Background: an optimization exercise with open tools, aiming at small area, a short achievable clock period and few clock cycles. Do not read the settings as production practice.
Function was checked by simulation only, so behaviour that the tests miss may differ from the original.

**design/flow/config.mk**
```make
export PLATFORM = sky130hd
export DESIGN_NAME = bvm_encoder
export DESIGN_NICKNAME = bvm_encoder
export VERILOG_FILES = /design/flow/design.v
export SDC_FILE = /design/flow/constraint.sdc
export NUM_CORES = 4
export LEC_CHECK = 0
export CAP_MARGIN = 20
export CORE_MARGIN = 2
export CORE_UTILIZATION = 40
export SLEW_MARGIN = 20
```
**design/flow/constraint.sdc**
```tcl
create_clock -name core_clock -period 20.0 [get_ports {clk}]
set_input_delay 4.0000 -clock core_clock [delete_from_list [all_inputs] [get_ports {clk}]]
set_output_delay 4.0000 -clock core_clock [all_outputs]
set_load 0.01 [all_outputs]
```
**design/flow/design.v**
```verilog
module fp_round_pack (
    input  wire              sign,
    input  wire signed [11:0] exp,
    input  wire [26:0]       sig,
    output wire [31:0]       result
);
    wire [11:0] rshift = 12'sd1 - exp;
    reg  [26:0] den;
    always @* begin
        if (exp >= 1) begin
            den = sig;
        end else if (rshift >= 27) begin
            den = {26'd0, |sig};
        end else begin
            den = sig >> rshift;
            den[0] = den[0] | (|(sig & ((27'd1 << rshift) - 27'd1)));
        end
    end
    wire [7:0]  exp_field = (exp >= 1) ? exp[7:0] : 8'd0;
    wire [30:0] base      = {exp_field, den[25:3]};
    wire        round_up  = den[2] & (den[1] | den[0] | den[3]);
    wire [30:0] rounded   = base + {30'd0, round_up};
    wire        overflow  = (exp >= 255) || (rounded[30:23] == 8'hFF);
    assign result = overflow ? {sign, 8'hFF, 23'd0} : {sign, rounded};
endmodule
module fp_add (
    input  wire [31:0] a,
    input  wire [31:0] b,
    output reg  [31:0] y
);
    wire       sa = a[31], sb = b[31];
    wire [7:0] ea = a[30:23], eb = b[30:23];
    wire [22:0] fa = a[22:0], fb = b[22:0];
    wire a_nan = (ea == 8'hFF) && (fa != 0);
    wire b_nan = (eb == 8'hFF) && (fb != 0);
    wire a_inf = (ea == 8'hFF) && (fa == 0);
    wire b_inf = (eb == 8'hFF) && (fb == 0);
    wire swap = (b[30:0] > a[30:0]);
    wire [31:0] x = swap ? b : a;
    wire [31:0] z = swap ? a : b;
    wire [7:0]  ex  = (x[30:23] == 0) ? 8'd1 : x[30:23];
    wire [7:0]  ez  = (z[30:23] == 0) ? 8'd1 : z[30:23];
    wire [23:0] mx  = {(x[30:23] != 0), x[22:0]};
    wire [23:0] mz  = {(z[30:23] != 0), z[22:0]};
    wire [7:0]  d   = ex - ez;
    reg [26:0] mz_al;
    always @* begin
        if (d >= 27) begin
            mz_al = {26'd0, |mz};
        end else begin
            mz_al = {mz, 3'b000} >> d;
            mz_al[0] = mz_al[0] | (|({mz, 3'b000} & ((27'd1 << d) - 27'd1)));
        end
    end
    wire [26:0] mx_ext = {mx, 3'b000};
    wire        same   = (x[31] == z[31]);
    wire [27:0] sum    = same ? ({1'b0, mx_ext} + {1'b0, mz_al})
                              : ({1'b0, mx_ext} - {1'b0, mz_al});
    reg  [26:0] norm;
    reg  signed [11:0] en;
    reg  [4:0]  lz;
    reg         found;
    integer k;
    always @* begin
        lz = 5'd0;
        found = 1'b0;
        for (k = 26; k >= 0; k = k - 1)
            if (!found && sum[k]) begin
                lz = 5'd26 - k[4:0];
                found = 1'b1;
            end
        if (sum[27]) begin
            norm = {sum[27:2], sum[1] | sum[0]};
            en   = $signed({4'd0, ex}) + 12'sd1;
        end else begin
            norm = sum[26:0] << lz;
            en   = $signed({4'd0, ex}) - $signed({7'd0, lz});
        end
    end
    wire [31:0] packed_y;
    fp_round_pack u_pack (.sign(x[31]), .exp(en), .sig(norm), .result(packed_y));
    always @* begin
        if (a_nan || b_nan || (a_inf && b_inf && (sa != sb)))
            y = 32'h7FC00000;
        else if (a_inf)
            y = a;
        else if (b_inf)
            y = b;
        else if (sum == 0)
            y = {sa & sb, 31'd0};
        else
            y = packed_y;
    end
endmodule
module fp_mul (
    input  wire [31:0] a,
    input  wire [31:0] b,
    output reg  [31:0] y
);
    wire       s  = a[31] ^ b[31];
    wire [7:0] ea = a[30:23], eb = b[30:23];
    wire a_nan  = (ea == 8'hFF) && (a[22:0] != 0);
    wire b_nan  = (eb == 8'hFF) && (b[22:0] != 0);
    wire a_inf  = (ea == 8'hFF) && (a[22:0] == 0);
    wire b_inf  = (eb == 8'hFF) && (b[22:0] == 0);
    wire a_zero = (a[30:0] == 0);
    wire b_zero = (b[30:0] == 0);
    wire [23:0] ma = {(ea != 0), a[22:0]};
    wire [23:0] mb = {(eb != 0), b[22:0]};
    wire [47:0] p = ma * mb;
    wire signed [11:0] ep = $signed({4'd0, (ea == 0) ? 8'd1 : ea})
                          + $signed({4'd0, (eb == 0) ? 8'd1 : eb}) - 12'sd126;
    reg  [5:0]  lz;
    reg         found;
    reg  [47:0] pn;
    integer k;
    always @* begin
        lz = 6'd0;
        found = 1'b0;
        for (k = 47; k >= 0; k = k - 1)
            if (!found && p[k]) begin
                lz = 6'd47 - k[5:0];
                found = 1'b1;
            end
        pn = p << lz;
    end
    wire signed [11:0] en  = ep - $signed({6'd0, lz});
    wire [26:0]        sig = {pn[47:22], |pn[21:0]};
    wire [31:0] packed_y;
    fp_round_pack u_pack (.sign(s), .exp(en), .sig(sig), .result(packed_y));
    always @* begin
        if (a_nan || b_nan || (a_inf && b_zero) || (b_inf && a_zero))
            y = 32'h7FC00000;
        else if (a_inf || b_inf)
            y = {s, 8'hFF, 23'd0};
        else if (a_zero || b_zero)
            y = {s, 31'd0};
        else
            y = packed_y;
    end
endmodule
module fp_div (
    input  wire        clk,
    input  wire        rst,
    input  wire        start,
    input  wire [31:0] a,
    input  wire [31:0] b,
    output reg         done,
    output reg  [31:0] y
);
    wire       s  = a[31] ^ b[31];
    wire [7:0] ea = a[30:23], eb = b[30:23];
    wire a_nan  = (ea == 8'hFF) && (a[22:0] != 0);
    wire b_nan  = (eb == 8'hFF) && (b[22:0] != 0);
    wire a_inf  = (ea == 8'hFF) && (a[22:0] == 0);
    wire b_inf  = (eb == 8'hFF) && (b[22:0] == 0);
    wire a_zero = (a[30:0] == 0);
    wire b_zero = (b[30:0] == 0);
    reg [23:0] ma, mb;
    reg [4:0]  lza, lzb;
    reg        fa, fb;
    integer k;
    always @* begin
        lza = 5'd0; fa = 1'b0;
        lzb = 5'd0; fb = 1'b0;
        for (k = 23; k >= 0; k = k - 1) begin
            if (!fa && (k == 23 ? (ea != 0) : a[k])) begin lza = 5'd23 - k[4:0]; fa = 1'b1; end
            if (!fb && (k == 23 ? (eb != 0) : b[k])) begin lzb = 5'd23 - k[4:0]; fb = 1'b1; end
        end
        ma = {(ea != 0), a[22:0]} << lza;
        mb = {(eb != 0), b[22:0]} << lzb;
    end
    wire signed [11:0] e0 = $signed({4'd0, (ea == 0) ? 8'd1 : ea}) - $signed({7'd0, lza})
                          - $signed({4'd0, (eb == 0) ? 8'd1 : eb}) + $signed({7'd0, lzb})
                          + 12'sd127;
    localparam IDLE = 2'd0, RUN = 2'd1, PACK = 2'd2;
    reg [1:0]  state;
    reg [4:0]  count;
    reg [24:0] rem;
    reg [23:0] divisor;
    reg [25:0] q;
    reg        sign_r;
    reg signed [11:0] exp_r;
    reg        special;
    reg [31:0] special_y;
    wire [24:0] diff  = rem - {1'b0, divisor};
    wire        q_bit = (rem >= {1'b0, divisor});
    wire [31:0] packed_y;
    fp_round_pack u_pack (.sign(sign_r), .exp(exp_r), .sig({q, (rem != 0)}),
                          .result(packed_y));
    always @(posedge clk) begin
        if (rst) begin
            state <= IDLE;
            done  <= 1'b0;
        end else begin
            done <= 1'b0;
            case (state)
                IDLE: if (start) begin
                    sign_r  <= s;
                    divisor <= mb;
                    q       <= 26'd0;
                    count   <= 5'd0;
                    special <= 1'b1;
                    if (a_nan || b_nan || (a_inf && b_inf) || (a_zero && b_zero))
                        special_y <= 32'h7FC00000;
                    else if (a_inf || b_zero)
                        special_y <= {s, 8'hFF, 23'd0};
                    else if (a_zero || b_inf)
                        special_y <= {s, 31'd0};
                    else
                        special <= 1'b0;
                    if (ma < mb) begin
                        rem   <= {ma, 1'b0};
                        exp_r <= e0 - 12'sd1;
                    end else begin
                        rem   <= {1'b0, ma};
                        exp_r <= e0;
                    end
                    state <= RUN;
                end
                RUN: begin
                    q   <= {q[24:0], q_bit};
                    rem <= (q_bit ? diff : rem) << 1;
                    count <= count + 5'd1;
                    if (count == 5'd25) state <= PACK;
                end
                PACK: begin
                    y     <= special ? special_y : packed_y;
                    done  <= 1'b1;
                    state <= IDLE;
                end
                default: state <= IDLE;
            endcase
        end
    end
endmodule
module bvm_encoder (
    input  wire        clk,
    input  wire        rst,
    input  wire        cmd_valid,
    output wire        cmd_ready,
    input  wire [71:0] cmd_word,
    output reg         rsp_valid,
    output reg  [35:0] rsp_word,
    input  wire [31:0] cur_l,
    input  wire [31:0] cur_r,
    input  wire [1:0]  rdy,
    output reg         out_valid,
    output reg  [7:0]  out_byte
);
    localparam [3:0] OP_NOP = 4'h0, OP_INIT = 4'h1, OP_ADVANCE = 4'h2,
                     OP_UPDATE = 4'h3, OP_GETCUR = 4'h4, OP_SAMPLE = 4'h5,
                     OP_SETLEVELS = 4'h6, OP_ENCODE = 4'h7, OP_GETDISP = 4'h8,
                     OP_GETSTAT = 4'h9;
    localparam [31:0] FLOOR_DB = 32'hC2C80000;   
    localparam [31:0] CLAMP_LO = 32'hC1F00000;   
    localparam [31:0] CLAMP_HI = 32'h40A00000;   
    localparam [31:0] NEG_CLAMP_LO = 32'h41F00000;   
    localparam [31:0] RANGE    = 32'h420C0000;   
    localparam [31:0] SCALE    = 32'h437E0000;   
    localparam [31:0] ONE      = 32'h3F800000;   
    localparam [31:0] TWO      = 32'h40000000;   
    localparam [31:0] QNAN     = 32'h7FC00000;
    localparam [3:0] S_IDLE = 4'd0, S_CLAMP = 4'd1, S_SUB = 4'd2,
                     S_DIV = 4'd3, S_DIVW = 4'd4, S_MUL = 4'd5, S_ADD = 4'd6,
                     S_TRUNC = 4'd7, S_EMIT = 4'd8, S_DADD = 4'd9,
                     S_DDIV = 4'd10, S_DDIVW = 4'd11, S_RESP = 4'd12;
    reg [3:0]  state;
    reg [31:0] lvl_l, lvl_r;         
    reg        e_ill, e_port;        
    reg [3:0]  first;                
    reg        chan;                 
    reg [31:0] x;                    
    reg [7:0]  byte_l, byte_r;
    reg [1:0]  emit_cnt;
    reg [31:0] rsp_data;
    reg [3:0]  rsp_code;
    assign cmd_ready = (state == S_IDLE);
    function f32_lt;
        input [31:0] a, b;
        reg a_nan, b_nan;
        begin
            a_nan = (a[30:23] == 8'hFF) && (a[22:0] != 0);
            b_nan = (b[30:23] == 8'hFF) && (b[22:0] != 0);
            if (a_nan || b_nan)
                f32_lt = 1'b0;
            else if (a[30:0] == 0 && b[30:0] == 0)
                f32_lt = 1'b0;
            else if (a[31] != b[31])
                f32_lt = a[31];
            else if (a[31])
                f32_lt = (a[30:0] > b[30:0]);
            else
                f32_lt = (a[30:0] < b[30:0]);
        end
    endfunction
    wire [3:0] op  = cmd_word[3:0];
    wire       ch  = cmd_word[4];
    wire [2:0] rsv = cmd_word[7:5];
    wire [31:0] opa = cmd_word[39:8];
    wire [31:0] opb = cmd_word[71:40];
    wire illegal = (op >= 4'hA) || (rsv != 3'd0) ||
                   (ch && !(op == OP_INIT || op == OP_ADVANCE ||
                            op == OP_UPDATE || op == OP_GETCUR));
    wire port_violation = !illegal &&
                   (op == OP_INIT || op == OP_ADVANCE || op == OP_UPDATE);
    reg  [31:0] add_a, add_b;
    wire [31:0] add_y;
    fp_add u_add (.a(add_a), .b(add_b), .y(add_y));
    wire [31:0] mul_y;
    fp_mul u_mul (.a(x), .b(SCALE), .y(mul_y));
    reg         div_start;
    reg  [31:0] div_b;
    wire        div_done;
    wire [31:0] div_y;
    fp_div u_div (.clk(clk), .rst(rst), .start(div_start), .a(x), .b(div_b),
                  .done(div_done), .y(div_y));
    always @* begin
        case (state)
            S_SUB:   begin add_a = x;     add_b = NEG_CLAMP_LO; end   
            S_ADD:   begin add_a = ONE;   add_b = x;            end   
            default: begin add_a = lvl_l; add_b = lvl_r;        end   
        endcase
    end
    wire x_nan = (x[30:23] == 8'hFF) && (x[22:0] != 0);
    wire [7:0]  o_exp  = x[30:23] - 8'd127;
    wire [31:0] o_int  = {8'd0, 1'b1, x[22:0]} >> (5'd23 - o_exp[4:0]);
    always @(posedge clk) begin
        if (rst) begin
            state     <= S_IDLE;
            lvl_l     <= FLOOR_DB;
            lvl_r     <= FLOOR_DB;
            e_ill     <= 1'b0;
            e_port    <= 1'b0;
            first     <= 4'd0;
            rsp_valid <= 1'b0;
            rsp_word  <= 36'd0;
            out_valid <= 1'b0;
            out_byte  <= 8'd0;
            div_start <= 1'b0;
        end else begin
            rsp_valid <= 1'b0;
            out_valid <= 1'b0;
            div_start <= 1'b0;
            case (state)
                S_IDLE: if (cmd_valid) begin
                    rsp_code <= 4'd0;
                    rsp_data <= 32'd0;
                    state    <= S_RESP;
                    if (illegal) begin
                        rsp_code <= 4'd1;
                        e_ill    <= 1'b1;
                        if (first == 4'd0) first <= 4'd1;
                    end else if (port_violation) begin
                        rsp_code <= 4'd2;
                        e_port   <= 1'b1;
                        if (first == 4'd0) first <= 4'd2;
                    end else begin
                        case (op)
                            OP_GETCUR:    rsp_data <= ch ? cur_r : cur_l;
                            OP_SAMPLE:    begin lvl_l <= cur_l; lvl_r <= cur_r; end
                            OP_SETLEVELS: begin lvl_l <= opa; lvl_r <= opb; end
                            OP_ENCODE: begin
                                chan  <= 1'b0;
                                x     <= lvl_l;
                                state <= S_CLAMP;
                            end
                            OP_GETDISP:   state <= S_DADD;
                            OP_GETSTAT:   rsp_data <= {20'd0, first, 2'b00, rdy,
                                                       2'b00, e_port, e_ill};
                            default: ;   
                        endcase
                    end
                end
                S_CLAMP: begin
                    if (x_nan || f32_lt(x, CLAMP_LO))
                        x <= CLAMP_LO;
                    else if (f32_lt(CLAMP_HI, x))
                        x <= CLAMP_HI;
                    state <= S_SUB;
                end
                S_SUB: begin
                    x     <= add_y;
                    state <= S_DIV;
                end
                S_DIV: begin
                    div_b     <= RANGE;
                    div_start <= 1'b1;
                    state     <= S_DIVW;
                end
                S_DIVW: if (div_done) begin
                    x     <= div_y;
                    state <= S_MUL;
                end
                S_MUL: begin
                    x     <= mul_y;
                    state <= S_ADD;
                end
                S_ADD: begin
                    x     <= add_y;
                    state <= S_TRUNC;
                end
                S_TRUNC: begin
                    if (chan == 1'b0) begin
                        byte_l <= o_int[7:0];
                        chan   <= 1'b1;
                        x      <= lvl_r;
                        state  <= S_CLAMP;
                    end else begin
                        byte_r   <= o_int[7:0];
                        emit_cnt <= 2'd0;
                        state    <= S_EMIT;
                    end
                end
                S_EMIT: begin
                    out_valid <= 1'b1;
                    case (emit_cnt)
                        2'd0:    out_byte <= byte_l;
                        2'd1:    out_byte <= byte_r;
                        default: out_byte <= 8'h00;
                    endcase
                    emit_cnt <= emit_cnt + 2'd1;
                    if (emit_cnt == 2'd2) state <= S_RESP;
                end
                S_DADD: begin
                    x     <= add_y;
                    state <= S_DDIV;
                end
                S_DDIV: begin
                    div_b     <= TWO;
                    div_start <= 1'b1;
                    state     <= S_DDIVW;
                end
                S_DDIVW: if (div_done) begin
                    if (div_y[30:23] == 8'hFF && div_y[22:0] != 0)
                        rsp_data <= QNAN;
                    else
                        rsp_data <= div_y;
                    state <= S_RESP;
                end
                S_RESP: begin
                    rsp_valid <= 1'b1;
                    rsp_word  <= {rsp_data, rsp_code};
                    state     <= S_IDLE;
                end
                default: state <= S_IDLE;
            endcase
        end
    end
endmodule
```
**design/flow/run.sh**
```bash
#!/bin/bash
# synth_recipe.tcl (not shown) runs the flow's synth.tcl, then flattens the netlist and writes it again
# the make line also repeats each setting of config.mk as NAME=value (left out here)
make -C /OpenROAD-flow-scripts/flow DESIGN_CONFIG=/design/flow/config.mk WORK_HOME=/design/flow/orfs CLKGATE_MAP_FILE= SYNTH_SCRIPT=/design/flow/synth_recipe.tcl finish
```
==> results.yml <==
clocking:
  cts_buffer_depth: 3
  clock_latency_ps: 600
  cts_max_level: 1
  cts_buffers: 29
  hold_buffers: 0
  clkSlewWorstSetupHoldPaths_ps: 70
  clock_sinks: 312
  cts_tree: "built"
  clockRootBuffer: "clkbuf_16"
routing:
  first_iter_violations: 8019
  drc_errors: 0
  wl_per_cell_um: 29.1
  first_pass_iters: 7
  ant_nets: 0
  num_vias: 55500
  vias_per_cell: 6.72
  routed_wl_um: 240000
  top_layer_used: "met5"
  met1_length_um: 105000
  dr_wl_met2_um: 99100
  wl_met3_um: 27100
placement:
  port_buffers: 185
  place_hpwl_um: 191000
  gp_congestion: 1.07
  post-place-ws_ps: 759
  place_inst: 8192
setup_path:
  crit_path_start_kind: "flip-flop"
  required_ps: 20330
  endpoint_kind: "flip-flop"
  cp_num_buf_inv: 7
  slowest_stage: "or4_1"
  arrival_ps: 19340
  cp_top_family: "compound AO/OA/AOI/OAI gates"
  critPathMostFrequentCell: "a21oi_1"
  path_max_fanout: 25
  max_stage_delay_ps: 580
  critPathKind: "reg -> reg"
timing:
  setup_slack_ps: 994
  report.final.setup_viol: 0
  hold_viol_final: 0
  final-max-slew-violation-count: 0
  max_slew_margin_pct: 9.03
  max_freq_mhz: 52.6
  worst_pin_slew_ps: 1360
  fin_crit_ps: 19010
  period_share_pct: 95.0
  finClkSkew_ps: 16.1
  fin_setup_tns_ps: 0
status:
  outcome: "finished clean"
floorplanning:
  die_w_um: 349
  coreArea_mm2: 0.118
  die_y_um: 349
  num_rows: 126
  start_util_pct: 40.3
  io-pin-count: 188
  die_area_mm2: 0.122
min_path:
  hold_path_class: "reg -> reg"
logic_synthesis:
  ys_seq_area_share_pct: 17.2
  yosysTopAreaCellShare_pct: 12.1
  synth.top_cells.by_area: "edfxtp_1, nand2_1, nor2_1, ha_1, a21oi_1"
  netlist_area_mm2: 0.0476
  yosysTopAreaCell: "edfxtp_1"
  yosysUniqueCellTypes: 125
  ys_ff_latch: 312
  syn_area_per_cell_um2: 7.20
  synth_warnings: 5
  yosysMostFrequentCell: "nand2_1"
  async_flop_share_pct: 0
  synth-edff-count: 192
  netlist_instances: 6608
  synth.top_cells.by_count: "nand2_1, nor2_1, a21oi_1, o21ai_0, clkbuf_1"
  ys.flop_type: "edfxtp_1"
final_layout:
  multi_input_area_mm2: 0.0368
  final_core_util_pct: 45.2
  fill_cells: 12400
  seq_area_mm2: 0.00817
  final_nets: 7150
  finalNonFillerCells: 8261
  layout-drive-gt1-share_pct: 8.97
  syn2layout_area_growth_pct: 12.2
global_route:
  grt_max_degree: 105
  grt_first_pass_wirelength_um: 350000
  grt_pass1_vias: 51300
  overflow: 0
  antenna_found_initial: 5
  grt.total_usage_pct: 37.8
run:
  drv_cap: 0
==> state kept, by name, summed over array words and instances (netlist names), 8 cells and up <==
register / flops
u_div.rem: 25
x: 32
u_div.exp_r: 12
u_div.q: 26
rsp_data: 32
out_byte: 8
lvl_r: 32
byte_l: 8
u_div.y: 32
rsp_word: 34
lvl_l: 32
byte_r: 8
==> metrics by stage <==
step,hold WS (ps),area [µm²]
floorplan,425,47600
global placement,433,52100
detailed placement,439,52100
CTS,457,53100
global route,470,53400
finish,455,53400
==> layout by cell type, fill, tap and decap left out, drive strengths merged, types with 30 or more instances in the layout <==
master         instances
nand4                 74
mux2                  57
a21oi                509
nand2b                52
a21o                  51
a221oi                56
edfxtp               192
o221ai                38
o22ai                 82
o31ai                 43
nor4                  74
a211oi               136
mux2i                250
nand3                228
or2                   38
nand2                760
a2111oi               30
or3                   73
o21ai                414
fa                    94
nor3                 232
xor2                  86
a22oi                 63
o21bai                33
o211ai               116
o2111ai               32
inv                  328
a211o                 35
nor2                 753
dfxtp                120
nor2b                 52
clkbuf                40
and2                  75
clkdlybuf4s50        183
ha                   215
and3                  45
a31oi                109
xnor2                156
buf                  304
o21a                  49
==> kinds of logic (layout without fill, tap and decap cells) <==
logic type	Yosys count	in the layout	share of synthesized area (%)
AOI/OAI and AO/OA	2087	2087	29.4
and+or+nand+nor	2560	2561	25.1
muxes	335	335	7.94
other	1	4	0.00788
xor gates and xnor gates	243	243	4.50
adders and majority gates	310	310	9.63
buffers and inverters	760	873	6.24
DFF	312	312	17.2
==> metal layers <==
metal	track usage (%)	vias to the layer above
met4	11.4	4
met2	56.0	3581
li1	-	24700
met5	0	-
met3	7.22	575
met1	55.0	26600
==> worst reg2reg max path: cells and delay by family (launching register included) <==
kind | cells | cell delay [ps]
simple gates | 27 | 6250
buf+inv | 7 | 1220
xor+xnor | 3 | 560
compound gates | 33 | 7190
fa+ha+maj | 7 | 2110
flops | 1 | 470
mux | 4 | 980
==> final timing paths <==
kind | start | endpoint | slack (ps) | cells after the start
setup / recovery | state[1] | x[5] | 990 | 81
hold / removal | rsp_word[15] | rsp_word[15] | 450 | 2
setup reg to reg | state[1] | x[5] | 990 | 81
hold reg to reg | rsp_word[15] | rsp_word[15] | 450 | 2
==> cell type report <==
class / count / share of cell area, %
Timing Repair Buffer: 487 / 7.89
Clock buffer: 40 / 1.67
Multi-Input combinational cell: 5538 / 68.9
Sequential cell: 312 / 15.3
Antenna cell: 2 / 0.00937
Inverter: 332 / 2.33
Tap cell: 1536 / 3.60
Clock inverter: 14 / 0.270
==> repair_timing <==
item,4_1_cts,5_1_grt
buffers inserted,0,9
gates resized for setup,0,21
hold endpoints to repair,0,0
setup endpoints to repair,0,31
Testbench counts, summed over its fixed seeds: cycles 211,285.

-- what the ideal ports hide --
In the flow no input, the clock included, has a driving cell. The finished layout below was timed again as built, in two steps.
Step 1 (the two cells are an assumption about what drives the block):
set clk [get_ports {clk}]
set_driving_cell -lib_cell sky130_fd_sc_hd__clkbuf_16 $clk
set_driving_cell -lib_cell sky130_fd_sc_hd__buf_2 [delete_from_list [all_inputs] $clk]
Step 2, shift: input delay + t, output delay - t, t = (earliest + latest rising clock arrival at the registers) / 2. This alone moves slack from input paths to output paths.
Three values: ideal, step 1, step 2; two values: the first two.
t (ns): 0.647
setup slack, ns: 0.994 / 0.994 / 0.994
worst register clock-pin slew, ns: 0.08 / 0.08
worst slew at a driven data input, ns: 0.07
pins driven straight from the clock port: 1
After both steps setup and hold are still met in this run. The setup slack of this run moves by 0.000 ns with the drivers and by 0.000 ns with both steps.
